Background: an optimization exercise with open tools, aiming at small area, a short achievable clock period and few clock cycles per item. Do not read the settings as production practice.
No activity file was given, so power comes from the tool's default toggle rates.

==> inputs of run E <==
Design geomloc, start of the top module:
module geomloc (
    input  wire        clk,
    input  wire        rst,
    input  wire        start,
    output wire        ready,
    input  wire        op,             
    input  wire [1:0]  plane,          
    input  wire [15:0] width,
    input  wire [15:0] height,
    input  wire [5:0]  bitdepth,
    input  wire [1:0]  format,         
    input  wire [31:0] frame_index,
    input  wire [31:0] stream_size,
    output wire        done,
    output wire [3:0]  err,
    output wire [2:0]  res_bps,
    output wire [31:0] res_pdim,
    output wire [31:0] res_pcount,
    output wire [35:0] res_fbs,
    output wire [31:0] res_offset,
    output wire [31:0] res_frames
);
export LEC_CHECK = 0
export CAP_MARGIN = 20
export CORE_MARGIN = 2
export CORE_UTILIZATION = 40
export PLACE_DENSITY = 0.6
export SLEW_MARGIN = 20
create_clock -name core_clock -period 13.0 [get_ports {clk}]
run.sh (not shown) runs the stock make flow with config.mk's settings and CLKGATE_MAP_FILE= SYNTH_SCRIPT=/design/flow/synth_recipe.tcl, a recipe that flattens the netlist after the stock synthesis.
==> inputs of run R, as changes to run E <==
==> flow/design.v (replaced) <==
module geomloc (
    input  wire        clk,
    input  wire        rst,
    input  wire        start,
    output wire        ready,
    input  wire        op,             
    input  wire [1:0]  plane,          
    input  wire [15:0] width,
    input  wire [15:0] height,
    input  wire [5:0]  bitdepth,
    input  wire [1:0]  format,         
    input  wire [31:0] frame_index,
    input  wire [31:0] stream_size,
    output wire        done,
    output wire [3:0]  err,
    output wire [2:0]  res_bps,
    output wire [31:0] res_pdim,
    output wire [31:0] res_pcount,
    output wire [35:0] res_fbs,
    output wire [31:0] res_offset,
    output wire [31:0] res_frames
);
    localparam [3:0] E_OK        = 4'd0,
                     E_BITDEPTH  = 4'd1,
                     E_RANGE     = 4'd2,
                     E_FORMAT    = 4'd5,
                     E_NOCHROMA  = 4'd6,
                     E_INVALID   = 4'd8;
    reg        a_mul, a_fbs, a_aln;         
    reg [1:0]  cnt_a;
    reg [3:0]  digit_a;
    reg        op_a, chroma_a, wodd_a, hodd_a;
    reg [1:0]  plane_a, fmt_a;
    reg [5:0]  d_a;
    reg [31:0] pwh_a;                       
    reg [35:0] acc_a;                       
    reg [31:0] idx_a, size_a;
    reg        b_loop, done_r, ready_r, rdy_a;
    reg [3:0]  cnt_b;
    reg [31:0] q;                           
    reg [31:0] qp;                          
    reg [31:0] prod;                        
    reg [35:0] yv;                          
    reg [31:0] rem;
    reg [31:0] idx_b;
    reg [3:0]  err_r;
    reg [2:0]  bps_r;
    reg        szero_b, gt_r, eq_r, ib1_r, ib0_r;
    wire chroma_in = !op && (plane != 2'd0) && (format == 2'd1);
    wire [1:0] dig_in = (|height[15:12]) ? 2'd3 :
                        (|height[11:8])  ? 2'd2 :
                        (|height[7:4])   ? 2'd1 : 2'd0;
    wire [3:0] digv_in = height[4*dig_in +: 4];
    wire [2:0] bps = (d_a <= 6'd8)  ? 3'd1 :
                     (d_a <= 6'd16) ? 3'd2 :
                     (d_a <= 6'd24) ? 3'd3 : 3'd4;
    wire bad_cmd   = (fmt_a == 2'd3) || (!op_a && plane_a == 2'd3);
    wire bad_depth = (d_a == 6'd0) || (d_a > 6'd32);
    wire bad_half  = (fmt_a == 2'd1) && (wodd_a || hodd_a);
    wire no_chroma = !op_a && (plane_a != 2'd0) && (fmt_a == 2'd2);
    wire [3:0] chk_err = bad_cmd   ? E_INVALID  :
                         bad_depth ? E_BITDEPTH :
                         bad_half  ? E_FORMAT   :
                         no_chroma ? E_NOCHROMA : E_OK;
    reg  [3:0] err_a;
    reg  [2:0] bps_a;
    reg        loc_ok;
    reg  [3:0] sa, sc;          
    wire [15:0] pw = pwh_a[15:0];
    wire [15:0] ph = pwh_a[31:16];
    wire [1:0]  cnt_a_m1 = cnt_a - 2'd1;
    wire [3:0]  digv_nx = ph[4*cnt_a_m1 +: 4];
    wire [31:0] mul_sum = {acc_a[27:0], 4'd0}
                        + ({32{digit_a[0]}} & {16'd0, pw})
                        + ({32{digit_a[1]}} & {15'd0, pw, 1'b0})
                        + ({32{digit_a[2]}} & {14'd0, pw, 2'd0})
                        + ({32{digit_a[3]}} & {13'd0, pw, 3'd0});
    reg [3:0] sa_n, sc_n;
    always @(*) begin
        sa_n = 4'b0001; sc_n = 4'b0000;
        case (fmt_a)
            2'd0: case (bps)                       
                3'd1: begin sa_n = 4'b0010; sc_n = 4'b0010; end  
                3'd2: begin sa_n = 4'b0100; sc_n = 4'b0100; end  
                3'd3: begin sa_n = 4'b1000; sc_n = 4'b0010; end  
                default: begin sa_n = 4'b1000; sc_n = 4'b1000; end  
            endcase
            2'd2: case (bps)                       
                3'd1: begin sa_n = 4'b0001; end
                3'd2: begin sa_n = 4'b0010; end
                3'd3: begin sa_n = 4'b0010; sc_n = 4'b0010; end  
                default: begin sa_n = 4'b0100; end
            endcase
            default: case (bps)                    
                3'd1: begin sa_n = 4'b0001; sc_n = 4'b0001; end  
                3'd2: begin sa_n = 4'b0010; sc_n = 4'b0010; end  
                3'd3: begin sa_n = 4'b0100; sc_n = 4'b0001; end  
                default: begin sa_n = 4'b0100; sc_n = 4'b0100; end  
            endcase
        endcase
    end
    wire [31:0] pc = acc_a[31:0];
    wire [35:0] fa_t = ({36{sa[0]}} & {4'd0, pc})
                     | ({36{sa[1]}} & {3'd0, pc, 1'b0})
                     | ({36{sa[2]}} & {2'd0, pc, 2'b0})
                     | ({36{sa[3]}} & {1'd0, pc, 3'b0});
    wire [35:0] fc_t = ({36{sc[0]}} & {5'd0, pc[31:1]})
                     | ({36{sc[1]}} & {4'd0, pc})
                     | ({36{sc[2]}} & {3'd0, pc, 1'b0})
                     | ({36{sc[3]}} & {2'd0, pc, 2'b0});
    wire [35:0] fbs_new = fa_t + fc_t;
    wire        zero = (acc_a == 36'd0);
    wire        big  = |acc_a[35:32];
    reg  [4:0]  lz;
    integer i;
    always @(*) begin
        lz = 5'd31;
        for (i = 0; i < 32; i = i + 1)
            if (acc_a[i]) lz = 5'd31 - i[4:0];
    end
    wire [4:0]  ks = lz | 5'd1;                         
    wire [35:0] y_norm = {acc_a[33:0], 2'b00} << {lz[4:1], 1'b0};    
    reg  [31:0] himask;
    always @(*) begin
        for (i = 0; i < 32; i = i + 1)
            himask[i] = (i > ks);
    end
    wire        hi      = |(idx_a & himask);
    wire [32:0] size_m1 = {1'b0, size_a} - 33'd1;
    wire        szero   = size_m1[32];
    wire        idx_nz  = |idx_a;
    wire [32:0] dv  = yv[33:1];                         
    wire [31:0] dvh = yv[33:2];                         
    wire [34:0] r1  = {3'b0, rem} - {2'b0, dv};
    wire [34:0] r2a = {3'b0, rem} - {3'b0, dvh};
    wire [34:0] x0  = {3'b0, rem};
    wire [34:0] x1  = ~{2'b0, dv};
    wire [34:0] x2  = ~{3'b0, dvh};
    wire [34:0] cs_s = x0 ^ x1 ^ x2;
    wire [34:0] cs_c = (x0 & x1) | (x0 & x2) | (x1 & x2);
    wire [34:0] r2b = cs_s + {cs_c[33:0], 1'b0} + 35'd2;
    wire        ge1 = !r1[34];
    wire        ge2 = ge1 ? !r2b[34] : !r2a[34];
    wire [31:0] rem_n = ge1 ? (ge2 ? r2b[31:0] : r1[31:0]) : (ge2 ? r2a[31:0] : rem);
    wire [31:0] loop_sum = prod + (ib1_r ? dv[31:0] : 32'd0) + (ib0_r ? dvh : 32'd0);
    wire        last = (cnt_b == 4'd0);
    wire [29:0] qp_t = ge1 ? qp[29:0] : q[29:0];
    wire [3:0]  cnt_b_m1 = cnt_b - 4'd1;
    wire        pgt  = (ib1_r && !ge1) || ((ib1_r == ge1) && ib0_r && !ge2);
    wire        peq  = (ib1_r == ge1) && (ib0_r == ge2);
    wire        gt_n = gt_r || (eq_r && pgt);
    wire        eq_n = eq_r && peq;
    wire b_free  = !b_loop;
    wire xfer_f  = a_fbs && !loc_ok && b_free;          
    wire xfer_l  = a_aln && b_free;                     
    wire xfer    = xfer_f || xfer_l;
    wire loop_go = xfer_l && !zero && !big;
    wire accept  = rdy_a && start;
    wire a_mul_n = accept || (a_mul && cnt_a != 2'd0);
    wire a_fbs_n = (a_mul && cnt_a == 2'd0) || (a_fbs && !loc_ok && !b_free);
    wire a_aln_n = (a_fbs && loc_ok) || (a_aln && !b_free);
    wire b_loop_n = loop_go || (b_loop && !last);
    wire done_n   = (xfer && !loop_go) || (b_loop && last);
    wire loc_ok_n = a_mul ? (op_a && chk_err == E_OK) : loc_ok;
    wire ready_n  = (!a_mul_n && !a_fbs_n && !a_aln_n) ||
                    (!b_loop_n && ((a_fbs_n && !loc_ok_n) || a_aln_n));
    always @(posedge clk) begin
        if (rst) begin
            a_mul   <= 1'b0;
            a_fbs   <= 1'b0;
            a_aln   <= 1'b0;
            b_loop  <= 1'b0;
            done_r  <= 1'b0;
            ready_r <= 1'b1;
            rdy_a   <= 1'b1;
        end else begin
            a_mul   <= a_mul_n;
            a_fbs   <= a_fbs_n;
            a_aln   <= a_aln_n;
            b_loop  <= b_loop_n;
            done_r  <= done_n;
            ready_r <= ready_n;
            rdy_a   <= ready_n;
        end
    end
    always @(posedge clk) begin
        if (rdy_a) begin
            op_a     <= op;
            plane_a  <= plane;
            fmt_a    <= format;
            d_a      <= bitdepth;
            chroma_a <= chroma_in;
            wodd_a   <= width[0];
            hodd_a   <= height[0];
            pwh_a    <= {height, width};
            idx_a    <= frame_index;
            size_a   <= stream_size;
            acc_a    <= 36'd0;
            cnt_a    <= dig_in;
            digit_a  <= digv_in;
        end else if (a_mul) begin
            err_a    <= chk_err;
            bps_a    <= bps;
            loc_ok   <= op_a && (chk_err == E_OK);
            sa       <= sa_n;
            sc       <= sc_n;
            acc_a    <= {4'd0, mul_sum};
            cnt_a    <= cnt_a_m1;
            digit_a  <= digv_nx;
        end else if (a_fbs && loc_ok) begin
            acc_a    <= fbs_new;
        end
    end
    always @(posedge clk) begin
        if (xfer_f) begin
            q      <= chroma_a ? {1'b0, pwh_a[31:17], 1'b0, pwh_a[15:1]} : pwh_a;
            prod   <= chroma_a ? {2'b0, acc_a[31:2]} : acc_a[31:0];
            yv     <= fbs_new;
            err_r  <= err_a;
            bps_r  <= bps_a;
        end
        if (xfer_l) begin
            bps_r   <= bps_a;
            err_r   <= E_OK;
            q       <= 32'd0;
            qp      <= 32'd1;
            prod    <= 32'd0;
            yv      <= acc_a;
            rem     <= size_m1[31:0];
            szero_b <= szero;
            idx_b   <= idx_a;
            cnt_b   <= lz[4:1];
            gt_r    <= hi;
            eq_r    <= !hi;
            ib1_r   <= idx_a[ks];
            ib0_r   <= idx_a[{lz[4:1], 1'b0}];
            if (zero) begin
                qp <= 32'hFFFF_FFFF;
            end else if (big) begin
                if (szero || idx_nz) err_r <= E_RANGE;
            end else begin
                yv <= y_norm;
            end
        end
        if (b_loop) begin
            rem   <= rem_n;
            yv    <= {2'b0, yv[35:2]};
            prod  <= loop_sum;
            cnt_b <= cnt_b_m1;
            ib1_r <= idx_b[{cnt_b_m1, 1'b1}];
            ib0_r <= idx_b[{cnt_b_m1, 1'b0}];
            gt_r  <= gt_n;
            eq_r  <= eq_n;
            q     <= {q[29:0], ge1, ge2};
            qp    <= ge2 ? {qp_t, ge1 ? 2'b00 : 2'b10} : {q[29:0], ge1, 1'b1};
            if (last && (szero_b || gt_n)) err_r <= E_RANGE;
        end
    end
    assign ready      = ready_r;
    assign done       = done_r;
    assign err        = err_r;
    assign res_bps    = bps_r;
    assign res_pdim   = q;
    assign res_pcount = prod;
    assign res_fbs    = yv;
    assign res_offset = prod;
    assign res_frames = qp;
endmodule
==> flow/flow/run.sh (new file) <==
#!/bin/bash
set -euo pipefail
bash standard.sh SETUP_SLACK_MARGIN=9 finish > standard_make.log 2>&1
==> flow/standard.sh (new file) <==
#!/bin/bash
# synth_recipe.tcl (not shown) runs the flow's synth.tcl, then flattens the netlist and writes it again
# the make line also repeats each setting of config.mk as NAME=value (left out here)
make -C /OpenROAD-flow-scripts/flow DESIGN_CONFIG=/design/flow/config.mk WORK_HOME=/design/flow/orfs CLKGATE_MAP_FILE= SYNTH_SCRIPT=/design/flow/synth_recipe.tcl "${@:-finish}"
removed: flow/run.sh
==> comparison table <==
quantity                                                                             run E         run R
Register share of total power                                                        0.344         0.338
Top fanout value on the critical path                                                   30             5
Post-route fraction of the period consumed by the critical path                      0.563         0.360
Number of design-rule violations left by the first detailed-router iteration         3,013         3,222
Critical path arrival                                                              7.66 ns       5.19 ns
Metal3 WL                                                                          8.98 mm       9.76 mm
Post-route standard cell area excluding fillers                               37,300 sq um  41,800 sq um
Share of the final layout cell area in sequential cells                              0.286         0.265
Fill cell count                                                                      7,589         7,491
Critical Path Sink                                                                  qp[20]     acc_a[22]
EDFF count, synth                                                                      322           336
LEAKAGE                                                                          0.0147 uW     0.0168 uW
Netlist cell types                                                                      86            99
Run status                                                no timing/DRC/antenna violations  no timing/DRC/antenna violations
Post-synthesis simple-gate area fraction                                             0.149         0.143
Met1 Track Usage GR                                                                  0.357         0.376
Portion of total power attributed to the clock network                               0.294         0.315
Internal power summed over all cells                                               2730 uW       2870 uW
No run of this note included a check of the RTL's function; only the layout flow was run.

-- afterwards: timing with drivers on the ports --
In the flow no input, the clock included, has a driving cell. The finished layouts below were timed again as built, in two steps. Step 1 sets driving cells, clkbuf_16 on the clock port and buf_2 on the other inputs (assumed; they add their load-dependent delay and slew). Step 2 moves the port delays by t, midway between the first and last clock arrival at a register: inputs arrive t later, outputs are due t later. That takes back most of the time a late clock gives input paths. a / b / c = ideal ports / drivers / drivers and shift; a / b = the first two.
run | shift t [ns] | setup WS [ns] | slew at the worst register clock pin (ns)
run E | 0.672 | 5.677 / 5.677 / 5.677 | 0.07 / 0.07
run R | 0.692 | 8.321 / 8.321 / 8.321 | 0.06 / 0.06
After both steps every run listed still meets setup and hold.
